Context: an optimization exercise on an open-source flow, tuned for small area, a short achievable clock period and few clock cycles. The choices shown serve that exercise and are no tape-out recipe.
Power and IR drop assume default switching activity.

==> inputs of v3 <==
## cfc
module cfc (
    input  wire         clk,
    input  wire         rst,            
    input  wire         cmd_valid,
    output wire         cmd_ready,
    input  wire [7:0]   cmd_word,
    input  wire         cmd_fmt,        
    input  wire [31:0]  cmd_id,         
    input  wire         cmd_rtr,
    input  wire [3:0]   cmd_dlc,
    input  wire [3:0]   cmd_len,
    input  wire [63:0]  cmd_data,
    input  wire [7:0]   cmd_mode,       
    input  wire [103:0] cmd_image,      
    input  wire [7:0]   cmd_byte,       
    input  wire [31:0]  cmd_cls,        
    input  wire [7:0]   cmd_index,      
    output wire         rsp_valid,
    output wire [3:0]   rsp_result,
    output wire         rsp_frame_some,
    output wire         rsp_fmt,
    output wire [28:0]  rsp_id,
    output wire         rsp_rtr,
    output wire [3:0]   rsp_dlc,
    output reg  [63:0]  rsp_data,
    output wire [103:0] rsp_image,
    output reg  [12:0]  rsp_image_wr,
    output wire [11:0]  rsp_status,
    output wire [7:0]   rsp_mode,
    output wire         rsp_ecc_cap_some,
    output wire [7:0]   rsp_ecc_cap,
    output wire         rsp_alc_cap_some,
    output wire [7:0]   rsp_alc_cap,
    output wire [1:0]   rsp_ecc_errc,
    output wire         rsp_ecc_dir,
    output wire [4:0]   rsp_ecc_seg,
    output wire [4:0]   rsp_ecc_name,
    output wire [4:0]   rsp_alc_bitno,
    output wire [1:0]   rsp_alc_field,
    output wire [4:0]   rsp_alc_idbit,
    output wire [1:0]   rsp_cls,
    output wire [7:0]   rsp_byte,
    output wire         ev_valid,
    output reg  [1:0]   ev_kind,        
    output wire [11:0]  ev_status,
    output wire         ev_completed,
    output wire         cs,
    output wire         bus_req,
    output reg          bus_we,
    output reg  [6:0]   bus_addr,
    output reg  [7:0]   bus_wdata,
    input  wire         bus_ready,
    input  wire [7:0]   bus_rdata,
    input  wire         bus_noresp,
    output wire         reset_pulse
);
clock: 8.0 ns
lec_check: 0
abc_area: 1
cap_margin: 20
core_margin: 2
core_utilization: 40
setup_slack_margin: 5
slew_margin: 20
standard.sh (not shown) runs the stock make flow with config.mk's settings and CLKGATE_MAP_FILE= SYNTH_SCRIPT=/design/flow/synth_recipe.tcl, a recipe that flattens the netlist after the stock synthesis.
==> flow/flow/run.sh <==
#!/bin/bash
# Layout flow: the standard flow (standard.sh, unchanged synthesis),
# with the port buffers made of sky130_fd_sc_hd__buf_2 cells and the timing
# repair aiming at a setup slack margin of 5.15 ns.
set -o pipefail
export BUFFER_PORTS_ARGS="-buffer_cell sky130_fd_sc_hd__buf_2"
sed 's/SETUP_SLACK_MARGIN=[0-9.]*/SETUP_SLACK_MARGIN=5.15/' standard.sh > standard_m.sh
bash standard_m.sh > standard.log 2>&1
==> v26 (differences from v3) <==
--- a/flow/design.v
+++ b/flow/design.v
@@ -34,57 +34,41 @@
 endmodule
 module cfc_alc_decode (
     input  wire [4:0] bitno,
     output reg  [1:0] field,   
     output reg  [4:0] idbit    
 );
-    integer c;
     always @(*) begin
         field = 2'd0;
         idbit = 5'd0;
-        for (c = 0; c < 32; c = c + 1)
-            if (bitno == c) begin
-                if (c <= 10)
-                    idbit = 28 - c;
-                else if (c == 11)
-                    field = 2'd1;
-                else if (c == 12)
-                    field = 2'd2;
-                else if (c == 31)
-                    field = 2'd3;
-                else
-                    idbit = 30 - c;
-            end
+        if (bitno <= 5'd10) begin
+            idbit = 5'd28 - bitno;
+        end else if (bitno == 5'd11) begin
+            field = 2'd1;
+        end else if (bitno == 5'd12) begin
+            field = 2'd2;
+        end else if (bitno == 5'd31) begin
+            field = 2'd3;
+        end else begin
+            idbit = 5'd30 - bitno;
+        end
     end
 endmodule
 module cfc_classify (
     input  wire [7:0] sr,
     input  wire [7:0] ewlr,
     input  wire [7:0] rxerr,
     input  wire [7:0] txerr,
     output reg  [1:0] cls      
 );
-    function automatic ge8(input [7:0] a, input [7:0] b);
-        integer j;
-        reg gt, eq;
-        begin
-            gt = 1'b0;
-            eq = 1'b1;
-            for (j = 7; j >= 0; j = j - 1) begin
-                gt = gt | (eq & a[j] & ~b[j]);
-                eq = eq & ~(a[j] ^ b[j]);
-            end
-            ge8 = gt | eq;
-        end
-    endfunction
     always @(*) begin
         if (sr[7] || txerr == 8'd255)
             cls = 2'd3;
         else if (rxerr[7] || txerr[7])
             cls = 2'd2;
-        else if (ge8(rxerr, ewlr) || ge8(txerr, ewlr))
+        else if (rxerr >= ewlr || txerr >= ewlr)
             cls = 2'd1;
         else
             cls = 2'd0;
     end
 endmodule
 module cfc (
@@ -215,14 +199,12 @@
     reg        rmc_q;                           
     reg        done_bit;
     reg        chg;             
     reg        pd_done, pd_wake, pd_frame;      
     reg        rp, rpw;         
     wire [3:0] k = bus_addr[3:0];
-    wire [3:0] k_inc = {k[3] ^ (k[2] & k[1] & k[0]), k[2] ^ (k[1] & k[0]),
-                        k[1] ^ k[0], ~k[0]};
     wire multi = (pd_done & (pd_wake | pd_frame | chg)) |
                  (pd_wake & (pd_frame | chg)) | (pd_frame & chg);
     wire last  = ~multi & ~rpw;
     reg        busy1;           
     reg        one_ev;          
     reg        rsp_ok;          
@@ -259,19 +241,13 @@
         dth[3] = ndata[3] | ndata[2];
         dth[4] = ndata[3] | (ndata[2] & (ndata[1] | ndata[0]));
         dth[5] = ndata[3] | (ndata[2] & ndata[1]);
         dth[6] = ndata[3] | (ndata[2] & ndata[1] & ndata[0]);
         dth[7] = ndata[3];
     end
-    reg  [3:0] nbm1;
-    always @(*) begin
-        nbm1 = 4'd0;
-        for (i = 0; i < 9; i = i + 1)
-            if (ndata == i)
-                nbm1 = img_fmt ? i + 4 : i + 2;
-    end
+    wire [3:0] nbm1 = (img_fmt ? 4'd4 : 4'd2) + ndata;
     wire last_byte = (k != 4'd0) && (k == nbm1);
     assign rsp_status       = status_word;
     assign rsp_mode         = mode_byte;
     assign rsp_ecc_cap_some = ecc_valid;
     assign rsp_ecc_cap      = ecc_cap;
     assign rsp_alc_cap_some = alc_valid;
@@ -346,26 +322,13 @@
     endfunction
     wire [1:0] cmd_class;
     cfc_classify u_cls_cmd (
         .sr(cmd_cls[7:0]), .ewlr(cmd_cls[15:8]), .rxerr(cmd_cls[23:16]),
         .txerr(cmd_cls[31:24]), .cls(cmd_class)
     );
-    function automatic ge8(input [7:0] a, input [7:0] b);
-        integer j;
-        reg gt, eq;
-        begin
-            gt = 1'b0;
-            eq = 1'b1;
-            for (j = 7; j >= 0; j = j - 1) begin
-                gt = gt | (eq & a[j] & ~b[j]);
-                eq = eq & ~(a[j] ^ b[j]);
-            end
-            ge8 = gt | eq;
-        end
-    endfunction
-    wire       ge_ewlr = ge8(bus_rdata, byte_q);
+    wire       ge_ewlr = (bus_rdata >= byte_q);
     wire       tx_bo = sr7_q | (bus_rdata == 8'd255);
     wire       tx_ps = rxp_q | bus_rdata[7];
     wire       tx_wn = rxw_q | ge_ewlr;
     wire [1:0] int_class = tx_bo ? CLS_BUS_OFF : tx_ps ? CLS_PASSIVE :
                            tx_wn ? CLS_WARNING : CLS_ACTIVE;
     reg        initialized_n, msg_waiting_n, bus_on_n, tx_busy_n, err_warning_n;
@@ -706,28 +669,21 @@
                     end
                 end
                 default: ;
                 endcase
             end
         end else if (acc && bus_ready) begin
-            if (bus_noresp) begin
-                dev_fault_n = 1'b1;
-                res_n       = R_DEV_NOT_RESP;
-                pd_done_n   = 1'b0;
-                pd_wake_n   = 1'b0;
-                pd_frame_n  = 1'b0;
-                end_access;
-            end else begin
+            begin
                 case (phase)
                 P_TX_BUF: begin
                     if (last_byte) begin
                         tx_busy_n = 1'b1;
                         go_phase(P_TX_CMD, 1'b1, 7'd1,
                                  {3'b000, mode_stm, 2'b00, op_ss, ~mode_stm});
                     end else begin
-                        bus_addr_n  = {3'b001, k_inc};
+                        bus_addr_n  = {3'b001, k + 4'd1};
                         bus_wdata_n = img_next;
                     end
                 end
                 P_TX_CMD, P_ABORT: end_access;
                 P_READBACK: begin
                     byte_q_n = bus_rdata;
@@ -748,13 +704,13 @@
                         img_rtr_n = bus_rdata[6];
                         img_dlc_n = clamp8(bus_rdata[3:0]);
                     end
                     if (last_byte)
                         go_phase(P_RX_RMC, 1'b0, 7'd29, 8'h00);
                     else
-                        bus_addr_n = {3'b001, k_inc};
+                        bus_addr_n = {3'b001, k + 4'd1};
                 end
                 P_RX_RMC: begin
                     rmc_q_n = |bus_rdata[4:1];
                     go_phase(P_RX_RRB, 1'b1, 7'd1, 8'h04);
                 end
                 P_RX_RRB: begin
@@ -820,12 +776,39 @@
                     pd_done_n  = 1'b1;
                     end_access;
                 end
                 default: end_access;
                 endcase
             end
+            if (bus_noresp) begin
+                initialized_n  = initialized;
+                msg_waiting_n  = msg_waiting;
+                bus_on_n       = bus_on;
+                tx_busy_n      = tx_busy;
+                err_warning_n  = err_warning;
+                data_overrun_n = data_overrun;
+                err_passive_n  = err_passive;
+                arb_lost_n     = arb_lost;
+                bus_error_n    = bus_error;
+                bus_class_n    = bus_class;
+                mode_rm_n      = mode_rm;
+                mode_lom_n     = mode_lom;
+                mode_stm_n     = mode_stm;
+                mode_sm_n      = mode_sm;
+                ecc_valid_n    = ecc_valid;
+                alc_valid_n    = alc_valid;
+                ecc_cap_n      = ecc_cap;
+                alc_cap_n      = alc_cap;
+                do_apply       = 1'b0;
+                dev_fault_n    = 1'b1;
+                res_n          = R_DEV_NOT_RESP;
+                pd_done_n      = 1'b0;
+                pd_wake_n      = 1'b0;
+                pd_frame_n     = 1'b0;
+                end_access;
+            end
         end
         chg_m = chg_n | (!no_chg && (status_n != status_word[10:0]));
     end
     reg  [1:0] bus_class_f;
     reg        bus_on_f, err_warning_f, err_passive_f, mode_rm_f;
     always @(*) begin
==> flow/flow/run.sh (replaced) <==
#!/bin/bash
# Layout flow: the standard flow (standard.sh, unchanged synthesis),
# with the port buffers made of sky130_fd_sc_hd__buf_2 cells.
set -o pipefail
export BUFFER_PORTS_ARGS="-buffer_cell sky130_fd_sc_hd__buf_2"
bash standard.sh > standard.log 2>&1
- ABC_AREA: 1 -> not set
==> summary of the runs <==
Against v26, the critical path depth of v3 is higher by 1.
Between v26 and v3, the lower power is in v3 (gap about 1.5%, measured against v3).
Against v26, the cell area of v3 is larger by 1.4%.
Against v26, the hold slack of v3 is higher by 0.0037 ns.
Sequential power is about the same in v26 and v3.
Clock power: v3 is smaller than v26 (about 7%).
In v26 the setup slack is higher than in v3, by 0.0039 ns.
Against v3, the cell count of v26 is lower by 16%.
Fmax is about the same in v3 and v26.
Between v26 and v3, the lower synthesized cell count is in v26 (gap about 20%, measured against v3).
Of v3 and v26, v26 has the higher die area (gap 0.62%, measured against v26).
Function was not checked in any run of this note: the RTL went through the layout flow alone.

## separate check: timing with driven ports
In the flow no input, the clock included, has a driving cell. The finished layouts below were timed again as built, in two steps.
Step 1 assumes that a clkbuf_16 drives the clock port and a buf_2 every other input.
Step 2 adds t to the input delays and takes it off the output delays; t is the mean of the earliest and latest rising clock arrival at the registers after step 1. Input paths then give back, and output paths get back, about the clock's delay inside the block.
a / b / c = no drivers / after step 1 / after step 2; a / b = the first two.
run | t, ns | setup slack, ns | worst setup path at the end
v3 | 0.622 | 4.889 / 4.829 / 4.463 | input to register
v26 | 0.600 | 4.893 / 4.840 / 4.385 | input to register
After both steps setup and hold are still met in every run listed. For v26, which loses most, drivers alone change the setup slack by -0.053 ns; drivers and shift together by -0.508 ns.
